Source: an optimization exercise on an open RTL-to-GDS flow (aim: small area, a short achievable clock period and few clock cycles). Production flows keep margins and buffers that such runs may drop. In this exercise RTL edits were held to simulation tests only and were not proved equivalent to the original. Power and IR drop assume default switching activity.

==> build 66 <==
==> flow/design.v (excerpt) <==
module ringcore #(
    parameter RX_CAP       = 32,
    parameter RX_AW        = 5,
    parameter TX_CAP       = 128,
    parameter TX_AW        = 7,
    parameter CHUNK        = 64,
    parameter ACC_CAP      = 258,
    parameter TOKEN_MARKER = 8'hAA,
    parameter DATA_MARKER  = 8'hBB
) (
    input  wire        clk,
    input  wire        rst,
    input  wire        in_valid,
    output wire        in_ready,
    input  wire [31:0] in_data,
    input  wire        in_sub_ok,
    output reg         rsp_valid,
    output wire [7:0]  rsp_status,
    output wire [31:0] rsp_value,
    output reg         rdat_valid,
    output reg  [7:0]  rdat_byte,
    output reg         ntf_valid,
    output reg  [3:0]  ntf_tag,
    output reg  [23:0] ntf_a,
    output wire [23:0] ntf_b,
    output reg         pay_valid,
    output reg  [7:0]  pay_byte,
    output reg         sub_valid,
    output reg  [7:0]  sub_byte,
    output reg         sub_last
);
==> flow/config.mk <==
export PLATFORM = sky130hd
export DESIGN_NAME = ringcore
export DESIGN_NICKNAME = ringcore
export VERILOG_FILES = /design/flow/design.v
export SDC_FILE = /design/flow/constraint.sdc
export NUM_CORES = 4
export LEC_CHECK = 0
export CAP_MARGIN = 20
export CORE_MARGIN = 2
export CORE_UTILIZATION = 65
export CTS_CLUSTER_DIAMETER = 80
export CTS_CLUSTER_SIZE = 24
export PLACE_DENSITY = 0.75
export SLEW_MARGIN = 20
==> flow/constraint.sdc <==
create_clock -name core_clock -period 10.0 [get_ports {clk}]
set_input_delay 2.0000 -clock core_clock [delete_from_list [all_inputs] [get_ports {clk}]]
set_output_delay 2.0000 -clock core_clock [all_outputs]
set_load 0.01 [all_outputs]
standard.sh (not shown) runs the stock make flow with config.mk's settings and CLKGATE_MAP_FILE= SYNTH_SCRIPT=/design/flow/synth_recipe.tcl, a recipe that flattens the netlist after the stock synthesis.
==> flow/flow/run.sh <==
#!/bin/bash
set -euo pipefail
bash standard.sh SETUP_SLACK_MARGIN=6.5 finish > flow_make.log 2>&1
==> trial 1 (differences from build 66) <==
--- a/flow/design.v
+++ b/flow/design.v
@@ -496,33 +496,24 @@
                 rd_rp <= rd_rp + 1'b1;
         end
     end
     wire sb_go   = (sb_cur != 7'd0);
     wire sb_next = !sb_go || (sb_cur == 7'd1);    
-    reg [7:0] sb_half0, sb_half1;
-    reg       sa_v, sa_last, sa_hi;
     always @(posedge clk) begin
-        sb_half0 <= tx_mem[{1'b0, sb_rp[5:0]}];
-        sb_half1 <= tx_mem[{1'b1, sb_rp[5:0]}];
-        sa_hi    <= sb_rp[6];
-        sub_byte <= sa_hi ? sb_half1 : sb_half0;
+        sub_byte <= tx_mem[sb_rp];
         if (rst) begin
             sb_rp     <= {TX_AW{1'b0}};
             sb_cur    <= 7'd0;
             sb_q0     <= 7'd0;
             sb_q1     <= 7'd0;
             sb_q0v    <= 1'b0;
             sb_q1v    <= 1'b0;
-            sa_v      <= 1'b0;
-            sa_last   <= 1'b0;
             sub_valid <= 1'b0;
             sub_last  <= 1'b0;
         end else begin
-            sa_v      <= sb_go;
-            sa_last   <= (sb_cur == 7'd1);
-            sub_valid <= sa_v;
-            sub_last  <= sa_last;
+            sub_valid <= sb_go;
+            sub_last  <= (sb_cur == 7'd1);
             if (sb_go)
                 sb_rp <= sb_rp + 1'b1;
             if (sb_next && sb_q0v) begin
                 sb_cur <= sb_q0;
                 if (kick_go && !sb_q1v) begin
@@ -550,32 +541,17 @@
                 end
             end
         end
     end
     wire pb_go = (pb_rp != pb_end);
-    reg [7:0] pb_q0, pb_q1, pb_q2, pb_q3;
-    reg       pa_v;
-    reg [1:0] pa_hi;
     always @(posedge clk) begin
-        pb_q0 <= pbuf[{2'd0, pb_rp[5:0]}];
-        pb_q1 <= pbuf[{2'd1, pb_rp[5:0]}];
-        pb_q2 <= pbuf[{2'd2, pb_rp[5:0]}];
-        pb_q3 <= pbuf[{2'd3, pb_rp[5:0]}];
-        pa_hi <= pb_rp[7:6];
-        case (pa_hi)
-            2'd0:    pay_byte <= pb_q0;
-            2'd1:    pay_byte <= pb_q1;
-            2'd2:    pay_byte <= pb_q2;
-            default: pay_byte <= pb_q3;
-        endcase
+        pay_byte <= pbuf[pb_rp];
         if (rst) begin
             pb_rp     <= 8'd0;
-            pa_v      <= 1'b0;
             pay_valid <= 1'b0;
         end else begin
-            pa_v      <= pb_go;
-            pay_valid <= pa_v;
+            pay_valid <= pb_go;
             if (pb_go)
                 pb_rp <= pb_rp + 8'd1;
         end
     end
 endmodule
Settings changed: CTS_CLUSTER_DIAMETER 80 to 100, CTS_CLUSTER_SIZE 24 to 30.
==> trial 16 (differences from build 66) <==
--- a/flow/design.v
+++ b/flow/design.v
@@ -54,63 +54,62 @@
     localparam N_RX_TRUNC     = 4'h7;
     localparam N_ACC_OVF      = 4'h8;
     localparam P_IDLE = 2'd0;
     localparam P_LEN  = 2'd1;
     localparam P_PAY  = 2'd2;
+    reg         rst_q;
+    always @(posedge clk)
+        rst_q <= rst;
     reg         m_v, s_v;
     reg  [32:0] m_d, s_d;           
     wire        pop;                
     wire        m_load = !m_v || pop;
-    wire        acc    = in_valid && !s_v;
+    wire        acc    = in_valid && in_rdy;
     wire [32:0] nx_d   = s_v ? s_d : {in_sub_ok, in_data};
     reg         in_rdy;             
     assign in_ready = in_rdy;
     wire [3:0]  nx_op  = nx_d[3:0];
     wire [23:0] nx_arg = nx_d[31:8];
-    wire        nx_arg0 = (nx_arg == 24'd0);
     wire        nx_rsv0 = (nx_d[7:4] == 4'h0);
     wire        nx_has  = (nx_op == OP_RX_READY) || (nx_op == OP_APP_WRITE) ||
                           (nx_op == OP_FEED);
     wire        nx_l    = nx_rsv0;
-    reg         f_rxr, f_done, f_abrt, f_stop, f_wr, f_rd, f_feed, f_rarm, f_stat;
-    reg         f_legal, f_dph, f_arg0, f_arg1, f_hi6, f_hi8, f_hi9, f_op5;
+    reg         f_rxr, f_done_o, f_abrt_o, f_stop, f_wr, f_rd, f_feed, f_rarm_o, f_stat_o;
+    reg         f_lbase, f_has, f_op5r;
+    reg         z_hi, z22_lo;       
     reg         f_aa, f_bb;
+    reg  [7:0]  pb_din_n;           
     always @(posedge clk) begin
         if (!s_v)
             s_d <= {in_sub_ok, in_data};
         if (m_load) begin
             m_d    <= nx_d;
             f_rxr  <= nx_l && (nx_op == OP_RX_READY);
-            f_done <= nx_l && (nx_op == OP_TX_DONE) && nx_arg0;
-            f_abrt <= nx_l && (nx_op == OP_TX_ABORT) && nx_arg0;
+            f_done_o <= nx_l && (nx_op == OP_TX_DONE);
+            f_abrt_o <= nx_l && (nx_op == OP_TX_ABORT);
             f_stop <= nx_l && (nx_op == OP_RX_STOPPED);
             f_wr   <= nx_l && (nx_op == OP_APP_WRITE);
             f_rd   <= nx_l && (nx_op == OP_APP_READ);
             f_feed <= nx_l && (nx_op == OP_FEED);
-            f_rarm <= nx_l && (nx_op == OP_RX_REARM) && nx_arg0;
-            f_stat <= nx_l && (nx_op == OP_STATUS_READ) && (nx_arg[23:2] == 22'd0);
-            f_legal <= nx_l && (
+            f_rarm_o <= nx_l && (nx_op == OP_RX_REARM);
+            f_stat_o <= nx_l && (nx_op == OP_STATUS_READ);
+            f_lbase  <= nx_l && (
                     (nx_op == OP_RX_READY) || (nx_op == OP_APP_WRITE) ||
                     (nx_op == OP_FEED) || (nx_op == OP_RX_STOPPED) ||
-                    (nx_op == OP_APP_READ) ||
-                    (((nx_op == OP_TX_DONE) || (nx_op == OP_TX_ABORT) ||
-                      (nx_op == OP_RX_REARM)) && nx_arg0) ||
-                    ((nx_op == OP_STATUS_READ) && (nx_arg[23:2] == 22'd0)));
-            f_dph  <= nx_has && !nx_arg0;
-            f_arg0 <= nx_arg0;
-            f_arg1 <= (nx_arg == 24'd1);
-            f_hi6  <= (nx_arg[23:6] == 18'd0);
-            f_hi8  <= (nx_arg[23:8] == 16'd0);
-            f_hi9  <= (nx_arg[23:9] == 15'd0);
-            f_op5  <= (nx_op == OP_APP_WRITE) && !nx_arg0;
+                    (nx_op == OP_APP_READ));
+            f_has    <= nx_has;
+            f_op5r   <= (nx_op == OP_APP_WRITE);
+            z_hi     <= (nx_arg[23:12] == 12'd0);
+            z22_lo   <= (nx_arg[11:2] == 10'd0);
             f_aa   <= (nx_d[7:0] == TOKEN_MARKER);
             f_bb   <= (nx_d[7:0] == DATA_MARKER);
+            pb_din_n <= ~nx_d[7:0];
         end
-        if (rst) begin
+        if (rst_q) begin
             m_v    <= 1'b0;
             s_v    <= 1'b0;
-            in_rdy <= 1'b1;
+            in_rdy <= 1'b0;
         end else if (m_load) begin
             m_v    <= s_v || acc;
             s_v    <= 1'b0;
             in_rdy <= 1'b1;
         end else begin
@@ -122,11 +121,12 @@
     reg [RX_AW:0]   rx_wp;          
     reg [RX_AW:0]   rx_lh;          
     reg [RX_AW:0]   rx_cnt;         
     reg [RX_AW:0]   rx_room;        
     reg [7:0]       tx_mem [0:TX_CAP-1];
-    reg [TX_AW-1:0] tx_wp;
+    reg [15:0]      txw_row;        
+    reg [7:0]       txw_col;        
     reg [TX_AW:0]   tx_cnt;         
     reg [TX_AW:0]   tx_room;        
     reg [1:0]  pstate;
     reg [7:0]  plen;
     reg [7:0]  pcnt;
@@ -135,10 +135,12 @@
     reg [7:0]  psum;
     reg [8:0]  acc_occ;
     reg [8:0]  acc_rm;              
     reg [7:0]  pbuf [0:255];        
     reg [7:0]  pb_wp;               
+    reg [31:0] pbw_row;             
+    reg [7:0]  pbw_col;             
     reg [7:0]  pb_end;              
     reg        in_flight;
     reg        rx_halted;
     reg        spurious;
     reg        dph;                 
@@ -167,10 +169,23 @@
     reg             sb_q0v, sb_q1v;
     reg [7:0]       pb_rp;
     wire        sok   = m_d[32];
     wire [23:0] h_arg = m_d[31:8];
     wire [7:0]  din   = m_d[7:0];
+    wire        z22     = z_hi && z22_lo;
+    wire        f_arg0  = z22 && (h_arg[1:0] == 2'd0);
+    wire        f_arg1  = z22 && (h_arg[1:0] == 2'd1);
+    wire        f_done  = f_done_o && f_arg0;
+    wire        f_abrt  = f_abrt_o && f_arg0;
+    wire        f_rarm  = f_rarm_o && f_arg0;
+    wire        f_stat  = f_stat_o && z22;
+    wire        f_legal = f_lbase || f_done || f_abrt || f_rarm || f_stat;
+    wire        f_dph   = f_has && !f_arg0;
+    wire        f_op5   = f_op5r && !f_arg0;
+    wire        f_hi9   = z_hi && (h_arg[11:9] == 3'd0);
+    wire        f_hi8   = f_hi9 && !h_arg[8];
+    wire        f_hi6   = f_hi9 && (h_arg[8:6] == 3'd0);
     wire           rx_le   = f_hi6 && (h_arg[5:0] <= rx_room);
     wire [RX_AW:0] rx_a    = rx_le ? h_arg[5:0] : rx_room;
     wire [6:0]     rd_diff = {1'b0, rx_cnt} - {1'b0, h_arg[5:0]};
     wire           rd_le   = f_hi6 && !rd_diff[6];
     wire [RX_AW:0] rd_k    = rd_le ? h_arg[5:0] : rx_cnt;
@@ -200,50 +215,62 @@
                  (hdr && f_done && in_flight && sb_full) ||
                  (dat && rem1 && c_kick && sb_full);
     assign pop = m_v && !stall;
     wire hdr_go = hdr && !stall;
     wire dat_go = dat && !stall;
-    wire wl_nz = (wr_left != 8'd0);
+    reg  wl_nz;                     
     wire rx_w  = dat_go && m_rx && wl_nz;
     wire tx_w  = dat_go && m_tx && wl_nz;
     wire [TX_AW:0] cw      = tx_cnt + {7'd0, m_tx && wl_nz};
     wire [6:0]     cw_k    = (cw[7:6] != 2'b00) ? 7'd64 : {1'b0, cw[5:0]};
     wire [TX_AW:0] cw_rest = cw[7] ? 8'd64 : (cw[6] ? {2'b00, cw[5:0]} : 8'd0);
     wire [TX_AW:0] rw      = tx_room - {7'd0, m_tx && wl_nz};
     wire [TX_AW:0] cw_room = ((cw[7:6] == 2'b00) || (cw == 8'd64)) ? 8'd128 :
                              {2'b01, rw[5:0]};
-    wire           wr_kick = dat_go && rem1 && c_kick && (cw != 8'd0);
+    wire           wr_kick = dat_go && rem1 && c_kick && ((tx_cnt != 8'd0) || (m_tx && wl_nz));
     wire dn_kick = hdr_go && f_done && in_flight && (tx_cnt != 8'd0);
     wire       kick_go = dn_kick || wr_kick;
     wire [6:0] kick_k  = dph ? cw_k : dn_k;
     wire parse_go = dat_go && m_parse;
     wire p_idle   = (pstate == P_IDLE);
     wire p_len    = (pstate == P_LEN);
     wire p_pay    = (pstate == P_PAY);
     wire tok      = p_idle && f_aa;
     wire cks      = p_pay && !pmore;
     wire cks_good = cks && (psum == din);
-    wire pay_wr   = parse_go && p_pay && pmore;
     wire [8:0] nfr_p1 = nfr + 9'd1;
     wire [7:0] nck_p1 = nck + 8'd1;
     wire [8:0] nfr_n = (tok || cks_good) ? nfr_p1 : nfr;
     wire [7:0] nck_n = (cks && !cks_good) ? nck_p1 : nck;
+    wire rx_mw = dat && m_rx && wl_nz;
+    wire tx_mw = dat && m_tx && wl_nz;
     always @(posedge clk) begin
-        if (rx_w)
+        if (rx_mw)
             rx_mem[rx_wp[RX_AW-1:0]] <= din;
-        if (tx_w)
-            tx_mem[tx_wp] <= din;
-        if (pay_wr)
-            pbuf[pb_wp] <= din;
     end
+    wire [7:0] txw_colg = txw_col & {8{tx_mw}};
+    genvar gi;
+    generate
+        for (gi = 0; gi < TX_CAP; gi = gi + 1) begin : g_txw
+            always @(posedge clk)
+                if (txw_row[gi / 8] && txw_colg[gi % 8])
+                    tx_mem[gi] <= din;
+        end
+        for (gi = 0; gi < 256; gi = gi + 1) begin : g_pbw
+            always @(posedge clk)
+                if (pbw_row[gi / 8] && pbw_col[gi % 8])
+                    pbuf[gi] <= pb_din_n;
+        end
+    endgenerate
     always @(posedge clk) begin
-        if (rst) begin
+        if (rst_q) begin
             rx_wp      <= {(RX_AW+1){1'b0}};
             rx_lh      <= {(RX_AW+1){1'b0}};
             rx_cnt     <= {(RX_AW+1){1'b0}};
             rx_room    <= RX_CAP;
-            tx_wp      <= {TX_AW{1'b0}};
+            txw_row    <= 16'd1;
+            txw_col    <= 8'd1;
             tx_cnt     <= {(TX_AW+1){1'b0}};
             tx_room    <= TX_CAP;
             pstate     <= P_IDLE;
             plen       <= 8'd0;
             pcnt       <= 8'd0;
@@ -251,10 +278,12 @@
             pmore      <= 1'b0;
             psum       <= 8'd0;
             acc_occ    <= 9'd0;
             acc_rm     <= ACC_CAP;
             pb_wp      <= 8'd0;
+            pbw_row    <= 32'd1;
+            pbw_col    <= 8'd1;
             pb_end     <= 8'd0;
             in_flight  <= 1'b0;
             rx_halted  <= 1'b0;
             spurious   <= 1'b0;
             dph        <= 1'b0;
@@ -263,10 +292,11 @@
             m_rx       <= 1'b0;
             m_tx       <= 1'b0;
             m_parse    <= 1'b0;
             m_feed     <= 1'b0;
             wr_left    <= 8'd0;
+            wl_nz      <= 1'b0;
             nfr        <= 9'd0;
             nck        <= 8'd0;
             c_st       <= 3'd0;
             c_val      <= 8'd0;
             c_kick     <= 1'b0;
@@ -296,10 +326,11 @@
                 m_rx    <= 1'b0;
                 m_tx    <= 1'b0;
                 m_parse <= 1'b0;
                 m_feed  <= 1'b0;
                 wr_left <= 8'd0;
+                wl_nz   <= 1'b0;
                 nfr     <= 9'd0;
                 nck     <= 8'd0;
                 c_kick  <= f_op5 && !in_flight;
                 c_sok   <= sok;
                 c_st    <= f_legal ? ST_OK : ST_ILLEGAL;
@@ -315,10 +346,11 @@
                         rsp_st <= ST_INVALID;
                     end else begin
                         m_rx    <= 1'b1;
                         m_parse <= feed_fits;
                         wr_left <= {2'b00, rx_a};
+                        wl_nz   <= (rx_a != 6'd0);
                         c_st    <= rx_le ? ST_OK : ST_FULL;
                         c_val   <= {2'b00, rx_a};
                         if (!rx_le) begin
                             ntf_valid <= 1'b1;
                             ntf_tag   <= N_RX_TRUNC;
@@ -369,10 +401,11 @@
                     if (f_arg0) begin
                         rsp_st <= ST_INVALID;
                     end else begin
                         m_tx    <= 1'b1;
                         wr_left <= tx_a;
+                        wl_nz   <= (tx_a != 8'd0);
                         c_st    <= tx_le ? ST_OK : ST_FULL;
                         c_val   <= tx_a;
                     end
                 end
                 if (f_rd) begin
@@ -412,16 +445,20 @@
                     rx_wp   <= rx_wp + 1'b1;
                     rx_cnt  <= rx_cnt + 1'b1;
                     rx_room <= rx_room - 1'b1;
                 end
                 if (tx_w) begin
-                    tx_wp   <= tx_wp + 1'b1;
+                    txw_col <= {txw_col[6:0], txw_col[7]};
+                    if (txw_col[7])
+                        txw_row <= {txw_row[14:0], txw_row[15]};
                     tx_cnt  <= cw;
                     tx_room <= rw;
                 end
-                if (wl_nz)
+                if (wl_nz) begin
                     wr_left <= wr_left - 8'd1;
+                    wl_nz   <= (wr_left != 8'd1);
+                end
                 if (wr_kick) begin
                     tx_cnt    <= cw_rest;
                     tx_room   <= cw_room;
                     in_flight <= c_sok;
                     if (!c_sok) begin
@@ -453,18 +490,23 @@
                         psum    <= 8'd0;
                         pstate  <= P_PAY;
                         acc_occ <= 9'd2;
                         acc_rm  <= ACC_CAP - 2;
                         pb_wp   <= pb_end;
+                        pbw_row <= 32'd1 << pb_end[7:3];
+                        pbw_col <= 8'd1 << pb_end[2:0];
                     end else if (pmore) begin
                         pcnt    <= pcnt + 8'd1;
                         prem    <= prem - 8'd1;
                         pmore   <= (prem != 8'd1);
                         psum    <= psum + din;
                         acc_occ <= acc_occ + 9'd1;
                         acc_rm  <= acc_rm - 9'd1;
                         pb_wp   <= pb_wp + 8'd1;
+                        pbw_col <= {pbw_col[6:0], pbw_col[7]};
+                        if (pbw_col[7])
+                            pbw_row <= {pbw_row[30:0], pbw_row[31]};
                     end else begin
                         if (cks_good) begin
                             ntf_valid <= 1'b1;
                             ntf_tag   <= N_FRAME_DATA;
                             ntf_a     <= {16'd0, plen};
@@ -485,11 +527,11 @@
         end
     end
     wire rd_go = (rd_rp != rx_lh);
     always @(posedge clk) begin
         rdat_byte <= rx_mem[rd_rp[RX_AW-1:0]];
-        if (rst) begin
+        if (rst_q) begin
             rd_rp      <= {(RX_AW+1){1'b0}};
             rdat_valid <= 1'b0;
         end else begin
             rdat_valid <= rd_go;
             if (rd_go)
@@ -503,11 +545,11 @@
     always @(posedge clk) begin
         sb_half0 <= tx_mem[{1'b0, sb_rp[5:0]}];
         sb_half1 <= tx_mem[{1'b1, sb_rp[5:0]}];
         sa_hi    <= sb_rp[6];
         sub_byte <= sa_hi ? sb_half1 : sb_half0;
-        if (rst) begin
+        if (rst_q) begin
             sb_rp     <= {TX_AW{1'b0}};
             sb_cur    <= 7'd0;
             sb_q0     <= 7'd0;
             sb_q1     <= 7'd0;
             sb_q0v    <= 1'b0;
@@ -554,22 +596,22 @@
     wire pb_go = (pb_rp != pb_end);
     reg [7:0] pb_q0, pb_q1, pb_q2, pb_q3;
     reg       pa_v;
     reg [1:0] pa_hi;
     always @(posedge clk) begin
-        pb_q0 <= pbuf[{2'd0, pb_rp[5:0]}];
-        pb_q1 <= pbuf[{2'd1, pb_rp[5:0]}];
-        pb_q2 <= pbuf[{2'd2, pb_rp[5:0]}];
-        pb_q3 <= pbuf[{2'd3, pb_rp[5:0]}];
+        pb_q0 <= ~pbuf[{2'd0, pb_rp[5:0]}];
+        pb_q1 <= ~pbuf[{2'd1, pb_rp[5:0]}];
+        pb_q2 <= ~pbuf[{2'd2, pb_rp[5:0]}];
+        pb_q3 <= ~pbuf[{2'd3, pb_rp[5:0]}];
         pa_hi <= pb_rp[7:6];
         case (pa_hi)
             2'd0:    pay_byte <= pb_q0;
             2'd1:    pay_byte <= pb_q1;
             2'd2:    pay_byte <= pb_q2;
             default: pay_byte <= pb_q3;
         endcase
-        if (rst) begin
+        if (rst_q) begin
             pb_rp     <= 8'd0;
             pa_v      <= 1'b0;
             pay_valid <= 1'b0;
         end else begin
             pa_v      <= pb_go;
==> flow/flow/run.sh (replaced) <==
#!/bin/bash
set -euo pipefail
bash standard.sh SETUP_SLACK_MARGIN=6.6 finish > flow_make.log 2>&1
==> notes <==
- Of build 66 and trial 1, build 66 has the higher area after synthesis (gap about 0.44%, measured against trial 1).
- The highest synthesized cell count belongs to trial 16, the lowest to build 66.
- Utilization: build 66 < trial 1 < trial 16.
- Against trial 16, the worst hold slack of build 66 is better by 0.068 ns.
- Global-route usage: build 66 < trial 1 < trial 16.
- Sequential power: trial 16 is higher than trial 1 (about 3%).
- In trial 16 the via count is higher than in build 66, by 31%.
==> figures <==
metric                                                                              trial 16                  trial 1                 build 66
Length of the first detailed-routing pass in iterations                                   13                        8                        6
Minimum clock period after layout                                                    3.59 ns                  3.63 ns                  3.68 ns
Slew of the pin with the lowest slew margin                                          1.37 ns                  1.20 ns                  1.43 ns
Die Outline Area                                                               230,000 sq um            233,000 sq um            235,000 sq um
Critical path buffers and inverters                                                        4                        2                        1
Die width                                                                             480 um                   483 um                   484 um
Total design power                                                                  0.0281 W                 0.0278 W                 0.0290 W
Total leakage power                                                                  51.0 nW                  48.2 nW                  48.3 nW
1st-iter DRT viols                                                                     22.7k                    12.0k                    10.2k
Standard-cell rows                                                                       174                      175                      176
Mapped Avg Cell Area                                                              15.5 sq um               18.2 sq um               19.5 sq um
Total wirelength of the detailed-routed design                                        506 mm                   376 mm                   342 mm
Share of final-layout standard cells stronger than drive strength 1                    0.115                    0.252                    0.278
Worst slew margin relative to its limit                                               0.0852                    0.197                   0.0418
Slowest-stage cell, CP                                               sky130_fd_sc_hd__nor4_4  sky130_fd_sc_hd__mux4_2  sky130_fd_sc_hd__nor2_2
Run status                                                          timing/DRC/antenna clean  timing/DRC/antenna clean  timing/DRC/antenna clean
Testbench counts of build 66, summed over its fixed seeds: cycles 43,909.
Testbench counts of trial 1, summed over its fixed seeds: cycles 43,904.
Testbench counts of trial 16, summed over its fixed seeds: cycles 43,921.

==> what the ideal ports hide <==
How much do the figures lean on ideal ports? The routed layouts below were timed once more, with nothing changed but the port constraints.
Step 1: set_driving_cell puts a clkbuf_16 on clk and a buf_2 on each other input, an assumption about the parent block.
Step 2 times the ports against the registers' clock, not the clock port: input delays grow and output delays shrink by t, the midpoint of the rising clock arrivals with the driver on.
a / b / c = ideal / step 1 / step 2; a / b = the first two.
run	shift t [ns]	setup WS [ns]	worst setup path at the end	worst register clock-pin slew, ns	worst data-port slew with drivers (ns)
build 66	0.966	6.321 / 6.321 / 5.728	input to register	0.10 / 0.10	0.06
trial 1	0.958	6.374 / 6.374 / 5.653	input to register	0.12 / 0.12	0.05
trial 16	0.978	6.410 / 6.410 / 5.886	input to register	0.10 / 0.10	0.08
After both steps setup and hold are still met in every run listed. The setup slack of trial 1, which loses most, moves by 0.000 ns with the drivers and by -0.721 ns with both steps.
